From an optimization exercise on the open Yosys and OpenROAD flow, aimed at small area; shortcuts taken in it are not production practice.
Only simulation tests tie the RTL to the original design; equivalence was not proved.
Power figures rest on the tool's default switching activity, not on a simulated workload.

## msf60_core
module msf60_core (
    input  wire        clk,
    input  wire        rst,           
    input  wire        cmd_valid,
    output wire        cmd_ready,
    input  wire [63:0] cmd_word,
    output wire        rsp_valid,
    output wire [31:0] rsp_data,
    output wire        acc_valid,
    input  wire        acc_ready,
    output wire [3:0]  acc_kind,
    output wire [8:0]  acc_value,
    output wire        acc_is_valid,
    output wire        acc_track,
    input  wire        acc_answer
);
==> flow/config.mk <==
export PLATFORM = sky130hd
export DESIGN_NAME = msf60_core
export DESIGN_NICKNAME = msf60_core
export VERILOG_FILES = /design/flow/design.v
export SDC_FILE = /design/flow/constraint.sdc
export NUM_CORES = 4
export LEC_CHECK = 0
export ABC_AREA = 1
export CAP_MARGIN = 20
export CORE_MARGIN = 2
export CORE_UTILIZATION = 40
export PLACE_DENSITY = 0.6
export SLEW_MARGIN = 20
==> flow/constraint.sdc <==
create_clock -name core_clock -period 15.0 [get_ports {clk}]
set_input_delay 3.0000 -clock core_clock [delete_from_list [all_inputs] [get_ports {clk}]]
set_output_delay 3.0000 -clock core_clock [all_outputs]
set_load 0.01 [all_outputs]
run.sh (not shown) runs the stock make flow with config.mk's settings and CLKGATE_MAP_FILE= SYNTH_SCRIPT=/design/flow/synth_recipe.tcl, a recipe that flattens the netlist after the stock synthesis.
The first run completed without violations.
Rerun with:
==> flow/flow/run.sh (new file) <==
#!/bin/bash
# Standard layout, with the port buffers that buffer_ports inserts made the
# smallest buffer of the library instead of clkdlybuf4s50_1.
set -euo pipefail
export BUFFER_PORTS_ARGS="-buffer_cell sky130_fd_sc_hd__buf_1"
bash standard.sh > standard.log 2>&1
==> flow/standard.sh (new file) <==
#!/bin/bash
# synth_recipe.tcl (not shown) runs the flow's synth.tcl, then flattens the netlist and writes it again
# the make line also repeats each setting of config.mk as NAME=value (left out here)
make -C /OpenROAD-flow-scripts/flow DESIGN_CONFIG=/design/flow/config.mk WORK_HOME=/design/flow/orfs CLKGATE_MAP_FILE= SYNTH_SCRIPT=/design/flow/synth_recipe.tcl "${@:-finish}"
CORE_UTILIZATION = 60   (was 40)
CTS_BUF_LIST = sky130_fd_sc_hd__clkbuf_8   (was unset)
CTS_CLUSTER_DIAMETER = 80   (was unset)
CTS_CLUSTER_SIZE = 16   (was unset)
PLACE_DENSITY = 0.75   (was 0.6)
removed: flow/run.sh
Clock power goes down by 49%. Worst hold slack got worse by 16 ps. Cell area goes down by 11%. First-iteration DRC count goes down by 1.4%. Total power goes down by 20%. Clock skew goes up by 34 ps. Maximum frequency goes up by 4.4%.
Rerun with:
CORE_UTILIZATION = 40   (was 60)
CTS_CLUSTER_DIAMETER = 100   (was 80)
CTS_CLUSTER_SIZE = 12   (was 16)
PLACE_DENSITY = 0.6   (was 0.75)
Effect: The changed run produced a clean layout; power came out higher by 3.8%; die area came out higher by 49%; clock skew came out lower by 5.4 ps; clock power came out higher by 15%.
Rerun with:
==> flow/run.sh (new file) <==
#!/bin/bash
# synth_recipe.tcl (not shown) runs the flow's synth.tcl, then flattens the netlist and writes it again
# the make line also repeats each setting of config.mk as NAME=value (left out here)
make -C /OpenROAD-flow-scripts/flow DESIGN_CONFIG=/design/flow/config.mk WORK_HOME=/design/flow/orfs CLKGATE_MAP_FILE= SYNTH_SCRIPT=/design/flow/synth_recipe.tcl finish
CTS_BUF_LIST = sky130_fd_sc_hd__clkbuf_4   (was sky130_fd_sc_hd__clkbuf_8)
CTS_CLUSTER_DIAMETER = unset   (was 100)
CTS_CLUSTER_SIZE = 30   (was 12)
removed: flow/flow/run.sh
removed: flow/standard.sh
After rerunning:
- The new run passed the timing, DRC and antenna checks
- total power rose by 16%
- core utilization rose by 4.1 points
- setup slack loses 620 ps
- routed wire length rose by 1.2%
- hold slack hardly moves
- cell count rose by 5.5%

* * *

msf60_core again, from the RTL that the note above started with.
Settings: LEC_CHECK=0, ABC_AREA=1, CAP_MARGIN=20, CORE_MARGIN=2, CORE_UTILIZATION=40, PLACE_DENSITY=0.6, SLEW_MARGIN=20; clock period 15.0 ns.
standard.sh (not shown) runs the stock make flow with config.mk's settings and CLKGATE_MAP_FILE= SYNTH_SCRIPT=/design/flow/synth_recipe.tcl, a recipe that flattens the netlist after the stock synthesis.
==> flow/flow/run.sh <==
#!/bin/bash
# Standard layout, with the port buffers that buffer_ports inserts made the
# smallest buffer of the library instead of clkdlybuf4s50_1.
set -euo pipefail
export BUFFER_PORTS_ARGS="-buffer_cell sky130_fd_sc_hd__buf_1"
bash standard.sh > standard.log 2>&1
The baseline completed with no timing, DRC or antenna violations.
Next try:
==> flow/run.sh (new file) <==
#!/bin/bash
# synth_recipe.tcl (not shown) runs the flow's synth.tcl, then flattens the netlist and writes it again
# the make line also repeats each setting of config.mk as NAME=value (left out here)
make -C /OpenROAD-flow-scripts/flow DESIGN_CONFIG=/design/flow/config.mk WORK_HOME=/design/flow/orfs CLKGATE_MAP_FILE= SYNTH_SCRIPT=/design/flow/synth_recipe.tcl finish
Settings changed: CTS_BUF_LIST set to sky130_fd_sc_hd__clkbuf_8, CTS_CLUSTER_DIAMETER set to 100, CTS_CLUSTER_SIZE set to 16.
removed: flow/flow/run.sh
removed: flow/standard.sh
- global-route usage drops by 0.57 points
- worst setup slack is worse by 0.50 ns
- worst hold slack is worse by 0.013 ns
Next try:
Settings changed: ABC_AREA 1 to not set, CTS_BUF_LIST sky130_fd_sc_hd__clkbuf_8 to not set, CTS_CLUSTER_DIAMETER 100 to not set, CTS_CLUSTER_SIZE 16 to not set.
Maximum frequency drops by 5.5%.
Synthesized cell count drops by 11%.
Power climbs by 14%.
Combinational power drops by 46%.
Utilization climbs by 2.0 points.
Die area climbs by 2.5%.
Worst setup slack gets worse by 0.42 ns.
Cell area climbs by 7.1%.
Global-route usage climbs by 0.99 points.
Wire length climbs by 8.0%.

* * *

msf60_core, a different RTL version from the one above (not shown whole).
Size: roughly 1100 cells after synthesis, ~330 flip-flops, about 11000 um2 of cells after synthesis.
Settings: LEC_CHECK=0, ABC_AREA=1, CAP_MARGIN=20, CORE_MARGIN=2, CORE_UTILIZATION=60, CTS_BUF_LIST=sky130_fd_sc_hd__clkbuf_8, CTS_CLUSTER_DIAMETER=80, CTS_CLUSTER_SIZE=14, PLACE_DENSITY=0.75, SLEW_MARGIN=20; clock period 15.0 ns.
==> flow/flow/run.sh <==
#!/bin/bash
# The standard layout (standard.sh), with two changes:
# - synthesis maps with an area-only ABC script and leaves adders to ABC
#   (flow/synth_wrap.tcl, which sources synth_recipe.tcl unchanged otherwise);
# - the port buffers that buffer_ports inserts are the library's smallest
#   buffer, sky130_fd_sc_hd__buf_1.
# Make's output goes to standard.log; ORFS keeps each step's log under orfs/logs.
set -euo pipefail
here=$(cd "$(dirname "${BASH_SOURCE[0]}")" && pwd)
export FLOW_SYNTH_TCL="$PWD/synth_recipe.tcl"
export BUFFER_PORTS_ARGS="-buffer_cell sky130_fd_sc_hd__buf_1"
bash standard.sh SYNTH_SCRIPT="$here/synth_wrap.tcl" finish > standard.log 2>&1
==> flow/flow/abc_min_area.script <==
strash
&get -n
&st
&dch
&nf -a -R 1000 -p -C 32 -F 6 -A 4
&put
mfs2
strash
&get -n
&st
&dch
&nf -a -R 1000 -p -C 32 -F 6 -A 4
&put
mfs2
strash
&get -n
&st
&dch
&nf -a -R 1000 -p -C 32 -F 6 -A 4
&put
mfs2
strash
&get -n
&st
&dch
&nf -a -R 1000 -p -C 32 -F 6 -A 4
&put
mfs2
strash
&get -n
&st
&dch
&nf -a -R 1000 -p -C 32 -F 6 -A 4
&put
mfs2
strash
&get -n
&st
&dch
&nf -a -R 1000 -p -C 32 -F 6 -A 4
&put
mfs2
strash
&get -n
&st
&dch
&nf -a -R 1000 -p -C 32 -F 6 -A 4
&put
mfs2
strash
&get -n
&st
&dch
&nf -a -R 1000 -p -C 32 -F 6 -A 4
&put
mfs2
strash
&get -n
&st
&dch
&nf -a -R 1000 -p -C 32 -F 6 -A 4
&put
mfs2
strash
&get -n
&st
&dch
&nf -a -R 1000 -p -C 32 -F 6 -A 4
&put
mfs2
strash
&get -n
&st
&dch
&nf -a -R 1000 -p -C 32 -F 6 -A 4
&put
mfs2
strash
&get -n
&st
&dch
&nf -a -R 1000 -p -C 32 -F 6 -A 4
&put
mfs2
strash
&get -n
&st
&dch
&nf -a -R 1000 -p -C 32 -F 6 -A 4
&put
mfs2
strash
&get -n
&st
&dch
&nf -a -R 1000 -p -C 32 -F 6 -A 4
&put
mfs2
strash
&get -n
&st
&dch
&nf -a -R 1000 -p -C 32 -F 6 -A 4
&put
mfs2
strash
&get -n
&st
&dch
&nf -a -R 1000 -p -C 32 -F 6 -A 4
&put
mfs2
strash
&get -n
&st
&dch
&nf -a -R 1000 -p -C 32 -F 6 -A 4
&put
mfs2
strash
&get -n
&st
&dch
&nf -a -R 1000 -p -C 32 -F 6 -A 4
&put
mfs2
strash
&get -n
&st
&dch
&nf -a -R 1000 -p -C 32 -F 6 -A 4
&put
mfs2
strash
&get -n
&st
&dch
&nf -a -R 1000 -p -C 32 -F 6 -A 4
&put
mfs2
strash
&get -n
&st
&dch
&nf -a -R 1000 -p -C 32 -F 6 -A 4
&put
mfs2
strash
&get -n
&st
&dch
&nf -a -R 1000 -p -C 32 -F 6 -A 4
&put
mfs2
strash
&get -n
&st
&dch
&nf -a -R 1000 -p -C 32 -F 6 -A 4
&put
mfs2
strash
&get -n
&st
&dch
&nf -a -R 1000 -p -C 32 -F 6 -A 4
&put
mfs2
strash
&get -n
&st
&dch
&nf -a -R 1000 -p -C 32 -F 6 -A 4
&put
mfs2
strash
&get -n
&st
&dch
&nf -a -R 1000 -p -C 32 -F 6 -A 4
&put
mfs2
strash
&get -n
&st
&dch
&nf -a -R 1000 -p -C 32 -F 6 -A 4
&put
mfs2
strash
&get -n
&st
&dch
&nf -a -R 1000 -p -C 32 -F 6 -A 4
&put
mfs2
strash
&get -n
&st
&dch
&nf -a -R 1000 -p -C 32 -F 6 -A 4
&put
mfs2
strash
&get -n
&st
&dch
&nf -a -R 1000 -p -C 32 -F 6 -A 4
&put
mfs2
strash
&get -n
&st
&dch
&nf -a -R 1000 -p -C 32 -F 6 -A 4
&put
topo
Other scripts of this flow, unchanged in this note and not shown: flow/flow/synth_wrap.tcl
Rerun with:
--- a/flow/config.mk
+++ b/flow/config.mk
@@ -14,0 +15 @@
+export GPL_TIMING_DRIVEN = 0
After rerunning: The changed run completed with no timing, DRC or antenna violations. Wire length rises by 1.4%. Total power falls by 0.76%. Cell count falls by 0.34%. Clock skew hardly moves.
Rerun with:
==> flow/flow/abc_min_area.script (replaced) <==
strash
&get -n
&st
&dch
&nf -a -R 1000
&put
mfs2
strash
&get -n
&st
&dch
&nf -a -R 1000
&put
mfs2
strash
&get -n
&st
&dch
&nf -a -R 1000
&put
mfs2
strash
&get -n
&st
&dch
&nf -a -R 1000
&put
mfs2
strash
&get -n
&st
&dch
&nf -a -R 1000
&put
mfs2
strash
&get -n
&st
&dch
&nf -a -R 1000
&put
mfs2
strash
&get -n
&st
&dch
&nf -a -R 1000
&put
mfs2
strash
&get -n
&st
&dch
&nf -a -R 1000
&put
mfs2
strash
&get -n
&st
&dch
&nf -a -R 1000
&put
mfs2
strash
&get -n
&st
&dch
&nf -a -R 1000
&put
mfs2
strash
&get -n
&st
&dch
&nf -a -R 1000
&put
mfs2
strash
&get -n
&st
&dch
&nf -a -R 1000
&put
mfs2
strash
&get -n
&st
&dch
&nf -a -R 1000
&put
mfs2
strash
&get -n
&st
&dch
&nf -a -R 1000
&put
mfs2
strash
&get -n
&st
&dch
&nf -a -R 1000
&put
mfs2
strash
&get -n
&st
&dch
&nf -a -R 1000
&put
mfs2
strash
&get -n
&st
&dch
&nf -a -R 1000
&put
mfs2
strash
&get -n
&st
&dch
&nf -a -R 1000
&put
mfs2
strash
&get -n
&st
&dch
&nf -a -R 1000
&put
mfs2
strash
&get -n
&st
&dch
&nf -a -R 1000
&put
mfs2
strash
&get -n
&st
&dch
&nf -a -R 1000
&put
topo
--- a/flow/config.mk
+++ b/flow/config.mk
@@ -15 +14,0 @@
-export GPL_TIMING_DRIVEN = 0
Worst setup slack gains 110 ps. Wire length goes up by a few percent. Area after synthesis climbs slightly. Clock skew increases by 21 ps. Utilization rose by 0.60 points. Clock-buffer cell count went down by 1. Critical path depth stays the same. Final area goes up slightly.

## separate check: timing with driven ports
How much do the figures lean on ideal ports? The routed layouts below were timed once more, with nothing changed but the port constraints. Step 1 assumes that a clkbuf_16 drives the clock port and a buf_2 every other input. Step 2 adds t to the input delays and takes it off the output delays; t is the mean of the earliest and latest rising clock arrival at the registers after step 1. Input paths then give back, and output paths get back, about the clock's delay inside the block. Three values: no drivers, after step 1, after step 2; two values: the first two.
run	t, ns	slack for setup (ns)	worst setup path at the end
the first run of note 1	0.570	7.883 / 7.835 / 8.405	register to output
the second run of note 1	0.631	8.181 / 8.141 / 8.771	register to output
the third run of note 1	0.596	8.263 / 8.217 / 8.813	register to output
the fourth run of note 1	0.772	7.645 / 7.601 / 8.372	register to output
the first run of note 2	0.582	8.300 / 8.250 / 8.832	register to output
the second run of note 2	0.639	7.799 / 7.755 / 8.393	register to output
the third run of note 2	0.566	7.384 / 7.335 / 7.901	register to output
the first run of note 3	0.605	7.936 / 7.901 / 8.360	input to register
the second run of note 3	0.601	7.951 / 7.912 / 8.090	input to register
the third run of note 3	0.616	8.059 / 8.014 / 8.112	input to register
After both steps every run listed still meets setup and hold.
